Source: an optimization exercise on an open RTL-to-GDS flow (aim: small area). Production flows keep margins and buffers that such runs may drop. In this exercise RTL edits were held to simulation tests only and were not proved equivalent to the original. Power figures rest on the tool's default switching activity, not on a simulated workload. The clock port is modelled as an ideal driver; clocking choices that lean on that would not hold on a real chip.

Setup of v9:
## ipc_doorbell
module ipc_doorbell (
    input             clk,
    input             rst,
    input             op_valid,
    input      [31:0] op_td,
    input      [63:0] op_wdata,
    output reg        rd_valid,
    output     [63:0] rd_data,
    output reg        diag_width,
    output reg        diag_range,
    output            host_irq,
    output            dsp_irq_ipc,
    output     [3:0]  dsp_irq_lvl,
    output     [3:0]  h2d_count,
    output     [3:0]  d2h_count,
    output reg        h2d_open,
    output reg        d2h_open
);
==> flow/config.mk <==
export PLATFORM = sky130hd
export DESIGN_NAME = ipc_doorbell
export DESIGN_NICKNAME = ipc_doorbell
export VERILOG_FILES = /design/flow/design.v
export SDC_FILE = /design/flow/constraint.sdc
export NUM_CORES = 8
export LEC_CHECK = 0
export ABC_AREA = 1
export CAP_MARGIN = 20
export CORE_MARGIN = 2
export CORE_UTILIZATION = 60
export CTS_BUF_LIST = sky130_fd_sc_hd__clkbuf_16
export CTS_CLUSTER_DIAMETER = 80
export CTS_CLUSTER_SIZE = 30
export PLACE_DENSITY = 0.8
export SLEW_MARGIN = 20
==> flow/constraint.sdc <==
create_clock -name core_clock -period 10.0 [get_ports {clk}]
set_input_delay 2.0000 -clock core_clock [delete_from_list [all_inputs] [get_ports {clk}]]
set_output_delay 2.0000 -clock core_clock [all_outputs]
set_load 0.01 [all_outputs]
standard.sh (not shown) runs the stock make flow with config.mk's settings and CLKGATE_MAP_FILE= SYNTH_SCRIPT=/design/flow/synth_recipe.tcl, a recipe that flattens the netlist after the stock synthesis.
==> flow/flow/run.sh <==
#!/bin/bash
# Own layout flow: the standard synthesis, then the combinational logic is
# mapped again with several area-oriented ABC scripts (registers untouched);
# the smallest mapping that a combinational equivalence check (every
# flip-flop cut into ports) proves equal to the standard netlist is laid out
# with the standard flow. Each tool's full output goes to a log file of
# its own in this folder.
set -euo pipefail
W=$(pwd)
F=$W/flow
Y=$FLOW_HOME/../tools/install/yosys/bin
LIB=$FLOW_HOME/platforms/sky130hd/lib/sky130_fd_sc_hd__tt_025C_1v80.lib
R=$W/orfs/results/sky130hd/ipc_doorbell/base

# 1. Standard synthesis (unchanged).
bash standard.sh synth > $W/synth_standard.log 2>&1
cp $R/1_2_yosys.v $W/synth_standard.v

# 2. Remap the combinational logic; flip-flop instances stay as they are.
python3 $F/libfunc.py $LIB $W/dont_use.txt $W/dont_use_layout.txt > $W/cells.v
PRE="strash;dc2;resub -K 8;refactor -z;rewrite -z;dc2"
declare -A SCR
SCR[a]="$PRE;dch -f;amap -m -F 5;topo"
SCR[b]="$PRE;dch -f;amap -m -F 5;topo;strash;dch -f;amap -m -F 5;topo"
SCR[c]="$PRE;resub -K 12;dc2;dch -f;amap -m -F 5;topo"
SCR[d]="$PRE;resub -K 12;dc2;resub -K 12 -N 2;dc2;dch -f;amap -m -F 5;topo"
SCR[e]="$PRE;resub -K 16;dc2;dch -f;amap -m -F 5;topo"
SCR[f]="strash;dc2;resub -K 6;rewrite -z;resub -K 8;refactor -z;resub -K 10;rewrite -z;resub -K 12;dc2;dch -f;amap -m -F 5;topo"
SCR[g]="$PRE;resub -K 12;dc2;dch -f;amap -m -F 10;topo"
SCR[h]="$PRE;resub -K 12;dc2;dch -f;amap -m -F 5 -A 5;topo"
for k in "${!SCR[@]}"; do
  echo "${SCR[$k]}" | tr ';' '\n' > $W/remap_$k.abc
  cat > $W/remap_$k.ys <<EOY
read_verilog $W/cells.v
read_verilog $W/synth_standard.v
hierarchy -top $FLOW_TOP
flatten
rename -hide w:*.*
read_liberty -lib -overwrite $LIB
techmap
opt -fast
setundef -zero
abc -D 10000 -liberty $LIB $(cat $W/dont_use.txt) -script $W/remap_$k.abc
opt_clean -purge
hilomap -singleton -hicell sky130_fd_sc_hd__conb_1 HI -locell sky130_fd_sc_hd__conb_1 LO
insbuf -buf sky130_fd_sc_hd__buf_4 A X
splitnets
opt_clean -purge
check -assert -mapped
tee -o $W/remap_$k.stat stat -liberty $LIB
write_verilog -noattr -nohex -nodec $W/synth_remap_$k.v
EOY
  ( $Y/yosys -s $W/remap_$k.ys > $W/remap_$k.log 2>&1 || rm -f $W/synth_remap_$k.v ) &
done
wait

# 3. Candidates by area; the first one proven equivalent is used.
python3 $F/cut.py $W/synth_standard.v $W/cec_gold.v
$Y/yosys -p "read_verilog $W/cells.v; read_verilog $W/cec_gold.v; hierarchy -top $FLOW_TOP; flatten; techmap; opt -fast; aigmap; write_aiger -zinit $W/cec_gold.aig" > $W/cec_gold.log 2>&1
: > $W/remap_areas.txt
for k in "${!SCR[@]}"; do
  if [[ -f $W/synth_remap_$k.v ]] && ! grep -q "lpflow\|probe" $W/synth_remap_$k.v; then
    echo "$(awk '/Chip area/ {print $NF}' $W/remap_$k.stat) $k" >> $W/remap_areas.txt
  fi
done
sort -g -o $W/remap_areas.txt $W/remap_areas.txt
echo "standard netlist kept" > $W/remap_used.txt
while read -r area k; do
  python3 $F/cut.py $W/synth_remap_$k.v $W/cec_$k.v
  $Y/yosys -p "read_verilog $W/cells.v; read_verilog $W/cec_$k.v; hierarchy -top $FLOW_TOP; flatten; techmap; opt -fast; aigmap; write_aiger -zinit $W/cec_$k.aig" > $W/cec_$k.log 2>&1 || continue
  $Y/yosys-abc -c "cec $W/cec_gold.aig $W/cec_$k.aig" > $W/cec_${k}_abc.log 2>&1 || true
  if grep -q "Networks are equivalent" $W/cec_${k}_abc.log; then
    cp $W/synth_remap_$k.v $R/1_2_yosys.v
    echo "remap $k ($area um2) used" > $W/remap_used.txt
    break
  fi
done < $W/remap_areas.txt

# 4. Layout: the standard flow from the netlist on.
bash standard.sh \
  "DONT_USE_CELLS=$(cat $W/dont_use_layout.txt)" \
  "BUFFER_PORTS_ARGS=-buffer_cell sky130_fd_sc_hd__buf_1" \
  "CTS_ARGS=-sink_clustering_enable -repair_clock_nets -sink_clustering_size 30 -sink_clustering_max_diameter 80 -buf_list sky130_fd_sc_hd__clkbuf_16 -dont_use_dummy_load" \
  finish > $W/layout.log 2>&1
==> flow/flow/libfunc.py <==
#!/usr/bin/env python3
"""Write Verilog models of a liberty's combinational cells (functions as assigns) and
blackbox stubs of every other cell; with DONTUSE, also write there the yosys abc -dont_use
arguments for the low-power and probe cells, which the platform marks don't-use; with
SIZED, also write there those cells and the logic cells of drive 2 and up (not buffers
or inverters), a don't-use list that leaves the layout's repair buffers to fix slew and
load instead of upsized logic cells.
Usage: libfunc.py LIB [DONTUSE [SIZED]] > cells.v"""
import re, sys
t = open(sys.argv[1]).read()

def cells(text):
    i = 0
    for m in re.finditer(r'\n\s*cell\s*\(\s*"?([\w]+)"?\s*\)\s*\{', text):
        start = m.end()
        depth = 1; j = start
        while depth:
            c = text[j]
            if c == '{': depth += 1
            elif c == '}': depth -= 1
            j += 1
        yield m.group(1), text[start:j-1]

def pins(body):
    out = []
    for m in re.finditer(r'\bpin\s*\(\s*"?(\w+)"?\s*\)\s*\{', body):
        start = m.end(); depth = 1; j = start
        while depth:
            c = body[j]
            if c == '{': depth += 1
            elif c == '}': depth -= 1
            j += 1
        pb = body[start:j-1]
        d = re.search(r'direction\s*:\s*"?(\w+)"?', pb)
        f = re.search(r'\bfunction\s*:\s*"([^"]*)"', pb)
        out.append((m.group(1), d.group(1) if d else None, f.group(1) if f else None))
    return out

def conv(f):
    f = f.strip()
    # postfix ' -> prefix !
    while "'" in f:
        f = re.sub(r"(\w+|\([^()]*\))'", r"(!\1)", f, count=1)
    f = f.replace('*', '&').replace('+', '|')
    # implicit AND (space between operands)
    f = re.sub(r'(\w|\))\s+(?=[\w!(])', r'\1 & ', f)
    return f

dont = []
for name, body in cells(t):
    if 'lpflow' in name or 'probe' in name: dont.append(name)
    ps = []
    for p in pins(body):
        if p[0] not in [q[0] for q in ps]: ps.append(p)
    ins = [p for p in ps if p[1] == 'input']
    outs = [p for p in ps if p[1] == 'output']
    seq = re.search(r'\b(ff|latch|statetable)\s*\(', body) is not None or 'three_state' in body or 'test_cell' in body
    comb = outs and not seq and all(o[2] for o in outs)
    ports = [p[0] for p in ins] + [p[0] for p in outs]
    print(f"(* blackbox *)" if not comb else "", end="")
    print(f"module {name}({', '.join(ports)});")
    for p in ins: print(f"  input {p[0]};")
    for p in outs: print(f"  output {p[0]};")
    for p in ps:
        if p[1] == 'inout': pass
    if comb:
        for o in outs: print(f"  assign {o[0]} = {conv(o[2])};")
    print("endmodule")

if len(sys.argv) > 2:
    open(sys.argv[2], 'w').write(' '.join('-dont_use ' + n for n in dont) + '\n')

if len(sys.argv) > 3:
    keep = ('buf_', 'clkbuf', 'inv_', 'clkinv', 'bufinv', 'dly', 'clkdly', 'df', 'edf', 'sdf',
            'dl', 'sedf', 'conb', 'fill', 'tap', 'decap', 'diode', 'lpflow', 'probe')
    sized = []
    for name, body in cells(t):
        b = name[len('sky130_fd_sc_hd__'):]
        m = re.match(r'(.*)_(\d+)$', b)
        if m and m.group(2) not in ('0', '1') and not b.startswith(keep):
            sized.append(name)
    open(sys.argv[3], 'w').write(' '.join(dont + sized) + '\n')
Other scripts of this flow, unchanged in this note and not shown: flow/flow/cut.py
For v14, these inputs were changed with respect to v9:
- PLACE_DENSITY changed from 0.8 to 0.6
- CTS_CLUSTER_SIZE changed from 30 to 26
- CORE_UTILIZATION changed from 60 to 50
-- flow/flow/run.sh --
<<< v9, line 20
python3 $F/libfunc.py $LIB $W/dont_use.txt $W/dont_use_layout.txt > $W/cells.v
>>> v14, line 20
python3 $F/libfunc.py $LIB $W/dont_use.txt > $W/cells.v
<<< v9, line 81
  "DONT_USE_CELLS=$(cat $W/dont_use_layout.txt)" \
>>> v14, line 81
<<< v9, line 83
  "CTS_ARGS=-sink_clustering_enable -repair_clock_nets -sink_clustering_size 30 -sink_clustering_max_diameter 80 -buf_list sky130_fd_sc_hd__clkbuf_16 -dont_use_dummy_load" \
>>> v14, line 82
  "CTS_ARGS=-sink_clustering_enable -repair_clock_nets -sink_clustering_size 26 -sink_clustering_max_diameter 80 -buf_list sky130_fd_sc_hd__clkbuf_16 -dont_use_dummy_load" \
-- flow/flow/libfunc.py --
<<< v9, line 4
arguments for the low-power and probe cells, which the platform marks don't-use; with
SIZED, also write there those cells and the logic cells of drive 2 and up (not buffers
or inverters), a don't-use list that leaves the layout's repair buffers to fix slew and
load instead of upsized logic cells.
Usage: libfunc.py LIB [DONTUSE [SIZED]] > cells.v"""
>>> v14, line 4
arguments for the low-power and probe cells, which the platform marks don't-use.
Usage: libfunc.py LIB [DONTUSE] > cells.v"""
<<< v9, line 72

if len(sys.argv) > 3:
    keep = ('buf_', 'clkbuf', 'inv_', 'clkinv', 'bufinv', 'dly', 'clkdly', 'df', 'edf', 'sdf',
            'dl', 'sedf', 'conb', 'fill', 'tap', 'decap', 'diode', 'lpflow', 'probe')
    sized = []
    for name, body in cells(t):
        b = name[len('sky130_fd_sc_hd__'):]
        m = re.match(r'(.*)_(\d+)$', b)
        if m and m.group(2) not in ('0', '1') and not b.startswith(keep):
            sized.append(name)
    open(sys.argv[3], 'w').write(' '.join(dont + sized) + '\n')
>>> v14, line 69
--- outcome ---
- Going from v9 to v14, internal power increased by about 2.6% relative to the old numbers; die boundary height increased by about 9% relative to the old numbers; die area increased by 20% relative to the old numbers.
- [diff] maximum clock frequency, v14 relative to v9: improvement
- Clock group share of total power, v14 and v9, lower one = v9.
Modified inputs, v53 compared to v14
- CTS_CLUSTER_DIAMETER now 70, was 80
- CTS_CLUSTER_SIZE now 28, was 26
-- flow/flow/run.sh --
<<< v14, line 82
  "CTS_ARGS=-sink_clustering_enable -repair_clock_nets -sink_clustering_size 26 -sink_clustering_max_diameter 80 -buf_list sky130_fd_sc_hd__clkbuf_16 -dont_use_dummy_load" \
>>> v53, line 82
  "CTS_ARGS=-sink_clustering_enable -repair_clock_nets -sink_clustering_size 28 -sink_clustering_max_diameter 70 -buf_list sky130_fd_sc_hd__clkbuf_16 -dont_use_dummy_load" \
Findings:
- v53 reports its start point of the critical path as op_td[28] while v14 reports rq_wi[1].
- Status: source-to-sink clock delay at the later pin of the worst-skew pair parity (v53, v14)
- v53: critical path depth is 1 lower than what v14 reported.
- Per the comparison of v53 with v14, sequential share of layout area shrank by 0.28 points; post-route met1 wirelength has increased; count of clock buffers in the final design up 10; final worst setup slack shrank by 100 ps; part of the power in combinational logic shows no meaningful change.
- Status: final hold slack parity (v14, v53)
- v14 and v53 ended up with roughly the same cell count.
- Between v53 and v14, switching power total is higher for v53, v14 comes in under that.
- As far as routability-driven placement congestion ratio goes, v53 and v14 are indistinguishable; the numbers are identical.
--- input diff v53..v29 ---
- changing CTS_CLUSTER_DIAMETER from 70 to 80
- changing PLACE_DENSITY from 0.6 to 0.85
- changing CTS_CLUSTER_SIZE from 28 to 26
- changing CORE_UTILIZATION from 50 to 65
-- flow/flow/run.sh --
<<< v53, line 20
python3 $F/libfunc.py $LIB $W/dont_use.txt > $W/cells.v
>>> v29, line 20
python3 $F/libfunc.py $LIB $W/dont_use.txt $W/dont_use_layout.txt > $W/cells.v
<<< v53, line 81
>>> v29, line 81
  "DONT_USE_CELLS=$(cat $W/dont_use_layout.txt)" \
<<< v53, line 82
  "CTS_ARGS=-sink_clustering_enable -repair_clock_nets -sink_clustering_size 28 -sink_clustering_max_diameter 70 -buf_list sky130_fd_sc_hd__clkbuf_16 -dont_use_dummy_load" \
>>> v29, line 83
  "CTS_ARGS=-sink_clustering_enable -repair_clock_nets -sink_clustering_size 26 -sink_clustering_max_diameter 80 -buf_list sky130_fd_sc_hd__clkbuf_16 -dont_use_dummy_load" \
-- flow/flow/libfunc.py --
<<< v53, line 4
arguments for the low-power and probe cells, which the platform marks don't-use.
Usage: libfunc.py LIB [DONTUSE] > cells.v"""
>>> v29, line 4
arguments for the low-power and probe cells, which the platform marks don't-use; with
SIZED, also write there those cells and the logic cells of drive 2 and up (not buffers
or inverters), a don't-use list that leaves the layout's repair buffers to fix slew and
load instead of upsized logic cells.
Usage: libfunc.py LIB [DONTUSE [SIZED]] > cells.v"""
<<< v53, line 69
>>> v29, line 72

if len(sys.argv) > 3:
    keep = ('buf_', 'clkbuf', 'inv_', 'clkinv', 'bufinv', 'dly', 'clkdly', 'df', 'edf', 'sdf',
            'dl', 'sedf', 'conb', 'fill', 'tap', 'decap', 'diode', 'lpflow', 'probe')
    sized = []
    for name, body in cells(t):
        b = name[len('sky130_fd_sc_hd__'):]
        m = re.match(r'(.*)_(\d+)$', b)
        if m and m.group(2) not in ('0', '1') and not b.startswith(keep):
            sized.append(name)
    open(sys.argv[3], 'w').write(' '.join(dont + sized) + '\n')
==> comparison <==
v29: endpoint arrival time on the critical path lower than v53
Total negative slack came out exactly the same in v53 and v29.
The length of routed met3 wiring in v29 is 1.3 times that in v53.
Switching component of the power was higher in the run labelled v53.
#### Input delta (v25 over v29)
- swapping 0.85 for 0.8 in PLACE_DENSITY
- swapping 65 for 60 in CORE_UTILIZATION
Results
| power in combinational cells | v25 vs v29 | about 3% lower |. Between v25 and v29, it is v25 whose actual transition at the worst max-transition pin is lower, by 33 ps. Diff v29 -> v25: instance count on the critical path lower; final cell count higher; sequential fraction of design power lower; fraction of the cycle the final worst path needs higher.

==> port drivers added, routing unchanged <==
The flow's constraints put no driver on any port. The routed layouts listed below were extracted and timed again, unchanged, in two steps. Step 1 sets driving cells, clkbuf_16 on the clock port and buf_2 on the other inputs (assumed; they add their load-dependent delay and slew). Step 2 adds t to the input delays and takes it off the output delays; t is the mean of the earliest and latest rising clock arrival at the registers after step 1. Input paths then give back, and output paths get back, about the clock's delay inside the block. Slacks: no drivers / after step 1 / after step 2; pairs: no drivers / after step 1.
| run | t, ns | slack for setup (ns) | worst setup path after step 2 | worst data-port slew with drivers (ns) |
|---|---|---|---|---|
| v9 | 0.748 | 2.379 / 2.309 / 2.713 | input to register | 0.15 |
| v14 | 0.731 | 2.610 / 2.536 / 1.980 | input to register | 0.12 |
| v53 | 0.748 | 2.506 / 2.555 / 1.806 | input to register | 0.12 |
| v29 | 0.722 | 2.679 / 2.607 / 2.349 | input to register | 0.18 |
| v25 | 0.708 | 2.430 / 2.357 / 2.722 | input to register | 0.16 |
After both steps every run listed still meets setup and hold. For v53, which loses most, drivers alone change the setup slack by +0.049 ns; drivers and shift together by -0.700 ns.
